This design comes from an exercise in tuning for small area on the open sky130 flow, not from production work. The RTL was checked by simulation tests, not by an equivalence proof against the original design. No driver is modelled on the clock port, so clocking that relies on it looks cheaper here than on a real chip. Power is estimated from default activity; no workload was simulated.

// tiny16
module tiny16 (
    input  wire        clk,
    input  wire        rst,
    input  wire [15:0] start_pc,
    output wire        mem_valid,
    output wire [14:0] mem_addr,
    output wire [1:0]  mem_wstrb,
    output wire [15:0] mem_wdata,
    input  wire        mem_ready,
    input  wire [15:0] mem_rdata,
    output wire        uart_valid,
    output wire [7:0]  uart_data,
    output wire        halted,
    output wire        fault,
    output wire [15:0] fault_pc,
    output wire [4:0]  fault_op
);
For scale: ~990 cells after synthesis, roughly 250 flip-flops, about 100 I/O pins, roughly 9200 µm² of cells after synthesis.
==> flow/config.mk <==
export PLATFORM = sky130hd
export DESIGN_NAME = tiny16
export DESIGN_NICKNAME = tiny16
export VERILOG_FILES = /design/flow/design.v
export SDC_FILE = /design/flow/constraint.sdc
export NUM_CORES = 4
export LEC_CHECK = 0
export ABC_AREA = 1
export CAP_MARGIN = 20
export CORE_MARGIN = 2
export CORE_UTILIZATION = 40
export PLACE_DENSITY = 0.6
export SLEW_MARGIN = 20
==> flow/constraint.sdc <==
create_clock -name core_clock -period 10.0 [get_ports {clk}]
set_input_delay 2.0000 -clock core_clock [delete_from_list [all_inputs] [get_ports {clk}]]
set_output_delay 2.0000 -clock core_clock [all_outputs]
set_load 0.01 [all_outputs]
standard.sh (not shown) runs the stock make flow with config.mk's settings and CLKGATE_MAP_FILE= SYNTH_SCRIPT=/design/flow/synth_recipe.tcl, a recipe that flattens the netlist after the stock synthesis.
==> flow/flow/run.sh <==
#!/bin/bash
# Own flow: the standard ORFS layout (the standard.sh, standard synthesis
# unchanged) with these placement/CTS options changed:
#  - after floorplan, flow/rmp.tcl re-maps the combinational logic for area
#    with OpenROAD's restructure (ABC), using only cells the platform allows;
#    registers are untouched
#  - port buffers use the small sky130_fd_sc_hd__buf_1 cell (every input and
#    output port still gets its buffer)
#  - clock tree: no dummy loads, clkbuf_8 buffers driving up to 15 sinks
#  - after CTS, flow/downsize.tcl gives combinational cells the smallest drive
#    strength that keeps slews, capacitances and timing clean
# The make output goes to flow_make.log; ORFS keeps each step's log under orfs/logs.
set -euo pipefail
export BUFFER_PORTS_ARGS="-buffer_cell sky130_fd_sc_hd__buf_1"
export CTS_ARGS="-sink_clustering_enable -repair_clock_nets -dont_use_dummy_load -buf_list {sky130_fd_sc_hd__clkbuf_8} -sink_clustering_size 15 -sink_clustering_max_diameter 100"
export POST_FLOORPLAN_TCL="$(pwd)/flow/rmp.tcl"
export POST_CTS_TCL="$(pwd)/flow/downsize.tcl"
bash standard.sh finish > flow_make.log 2>&1
==> flow/flow/rmp.tcl <==
# POST_FLOORPLAN hook: re-map the combinational logic for area with
# OpenROAD's restructure (ABC). Registers are not touched. ABC gets a copy of
# the platform liberty without the cells the flow must not use (the
# platform's don't-use list, and every lpflow/probe/diode/tap/fill/decap cell).
set rmp_src [lindex $::env(LIB_FILES) 0]
set rmp_lib $::env(OBJECTS_DIR)/rmp_filtered.lib
set rmp_skip {}
foreach c $::env(DONT_USE_CELLS) { dict set rmp_skip $c 1 }
set fi [open $rmp_src r]
set fo [open $rmp_lib w]
set rmp_drop 0
set rmp_dropped 0
while {[gets $fi line] >= 0} {
  if {!$rmp_drop && [regexp {^    cell \("?([A-Za-z0-9_]+)"?\)} $line -> cname]} {
    if {[dict exists $rmp_skip $cname] ||
        [regexp {lpflow|probe|diode|tapvpwrvgnd|fill_|decap|macro_sparecell|conb} $cname]} {
      set rmp_drop 1
      incr rmp_dropped
      continue
    }
  }
  if {$rmp_drop} {
    if {$line eq "    \}"} { set rmp_drop 0 }
    continue
  }
  puts $fo $line
}
close $fi
close $fo
puts "rmp: dropped $rmp_dropped cells from the liberty copy for restructure"
restructure -target area -liberty_file $rmp_lib \
  -tielo_port "sky130_fd_sc_hd__conb_1/LO" -tiehi_port "sky130_fd_sc_hd__conb_1/HI" \
  -work_dir $::env(OBJECTS_DIR) -abc_logfile $::env(LOG_DIR)/2_rmp_abc.log
Other scripts of this flow, unchanged in this note and not shown: flow/flow/downsize.tcl
Change:
==> flow/flow/run.sh (replaced) <==
#!/bin/bash
# Own flow: the standard ORFS layout (the standard.sh, standard synthesis
# unchanged) with these placement/CTS options changed:
#  - after floorplan, flow/rmp.tcl re-maps the combinational logic for area
#    with two passes of OpenROAD restructure (ABC), using only cells the platform allows;
#    registers are untouched
#  - port buffers use the small sky130_fd_sc_hd__buf_1 cell (every input and
#    output port still gets its buffer)
#  - clock tree: no dummy loads, clkbuf_4 buffers driving up to 9 sinks
#  - after CTS, flow/downsize.tcl gives combinational cells the smallest drive
#    strength that keeps slews, capacitances and timing clean
# The make output goes to flow_make.log; ORFS keeps each step's log under orfs/logs.
set -euo pipefail
export BUFFER_PORTS_ARGS="-buffer_cell sky130_fd_sc_hd__buf_1"
export CTS_ARGS="-sink_clustering_enable -repair_clock_nets -dont_use_dummy_load -buf_list {sky130_fd_sc_hd__clkbuf_4} -sink_clustering_size 9 -sink_clustering_max_diameter 55"
export POST_FLOORPLAN_TCL="$(pwd)/flow/rmp.tcl"
export POST_CTS_TCL="$(pwd)/flow/downsize.tcl"
bash standard.sh finish > flow_make.log 2>&1
--- a/flow/flow/rmp.tcl
+++ b/flow/flow/rmp.tcl
@@ -29,5 +29,7 @@
 close $fo
 puts "rmp: dropped $rmp_dropped cells from the liberty copy for restructure"
+foreach rmp_pass {1 2} {
 restructure -target area -liberty_file $rmp_lib \
   -tielo_port "sky130_fd_sc_hd__conb_1/LO" -tiehi_port "sky130_fd_sc_hd__conb_1/HI" \
   -work_dir $::env(OBJECTS_DIR) -abc_logfile $::env(LOG_DIR)/2_rmp_abc.log
+}
Effect: Clock power is lower by about 2%; design area drops by 0.93%; die area does not change.
Change:
==> flow/flow/run.sh (replaced) <==
#!/bin/bash
# Own flow: the standard ORFS layout (the standard.sh, standard synthesis
# unchanged) with these placement/CTS options changed:
#  - port buffers use the small sky130_fd_sc_hd__buf_1 cell (every input and
#    output port still gets its buffer)
#  - clock tree: no dummy loads, clkbuf_8 buffers driving up to 15 sinks
#  - after CTS, flow/downsize.tcl gives combinational cells the smallest drive
#    strength that keeps slews, capacitances and timing clean
# The make output goes to flow_make.log; ORFS keeps each step's log under orfs/logs.
set -euo pipefail
export BUFFER_PORTS_ARGS="-buffer_cell sky130_fd_sc_hd__buf_1"
export CTS_ARGS="-sink_clustering_enable -repair_clock_nets -dont_use_dummy_load -buf_list {sky130_fd_sc_hd__clkbuf_8} -sink_clustering_size 15 -sink_clustering_max_diameter 100"
export POST_CTS_TCL="$(pwd)/flow/downsize.tcl"
bash standard.sh finish > flow_make.log 2>&1
removed: flow/flow/rmp.tcl
=> Cell area grows by 9.2%. Routed wire length goes up by 3.4%. First-iteration DRC count goes down by 17%. Via count climbs by 10%. Power went up by 4.8%. Critical path depth decreases by 3. Clock-buffer cell count shrinks by 14. Final cell count is higher by 19%.

-- afterwards: timing with drivers on the ports --
The results above use ideal ports. As a check the final layouts listed here were re-extracted and re-timed, cells and wires unchanged. Step 1, drivers: a clkbuf_16 drives clk and a buf_2 each remaining input, both assumed. Step 2 times the ports against the registers' clock, not the clock port: input delays grow and output delays shrink by t, the midpoint of the rising clock arrivals with the driver on. Three values: ideal, step 1, step 2; two values: the first two.
| run | t (ns) | slack for setup (ns) | clock arrival spread, ns | worst data-port slew with drivers (ns) |
|---|---|---|---|---|
| the first run | 0.541 | 2.494 / 2.452 / 2.993 | 0.083 / 0.084 | 0.04 |
| the second run | 0.608 | 3.290 / 3.245 / 3.853 | 0.120 / 0.120 | 0.03 |
| the third run | 0.539 | 4.892 / 4.847 / 5.387 | 0.059 / 0.059 | 0.04 |
After both steps setup and hold are still met in every run listed.
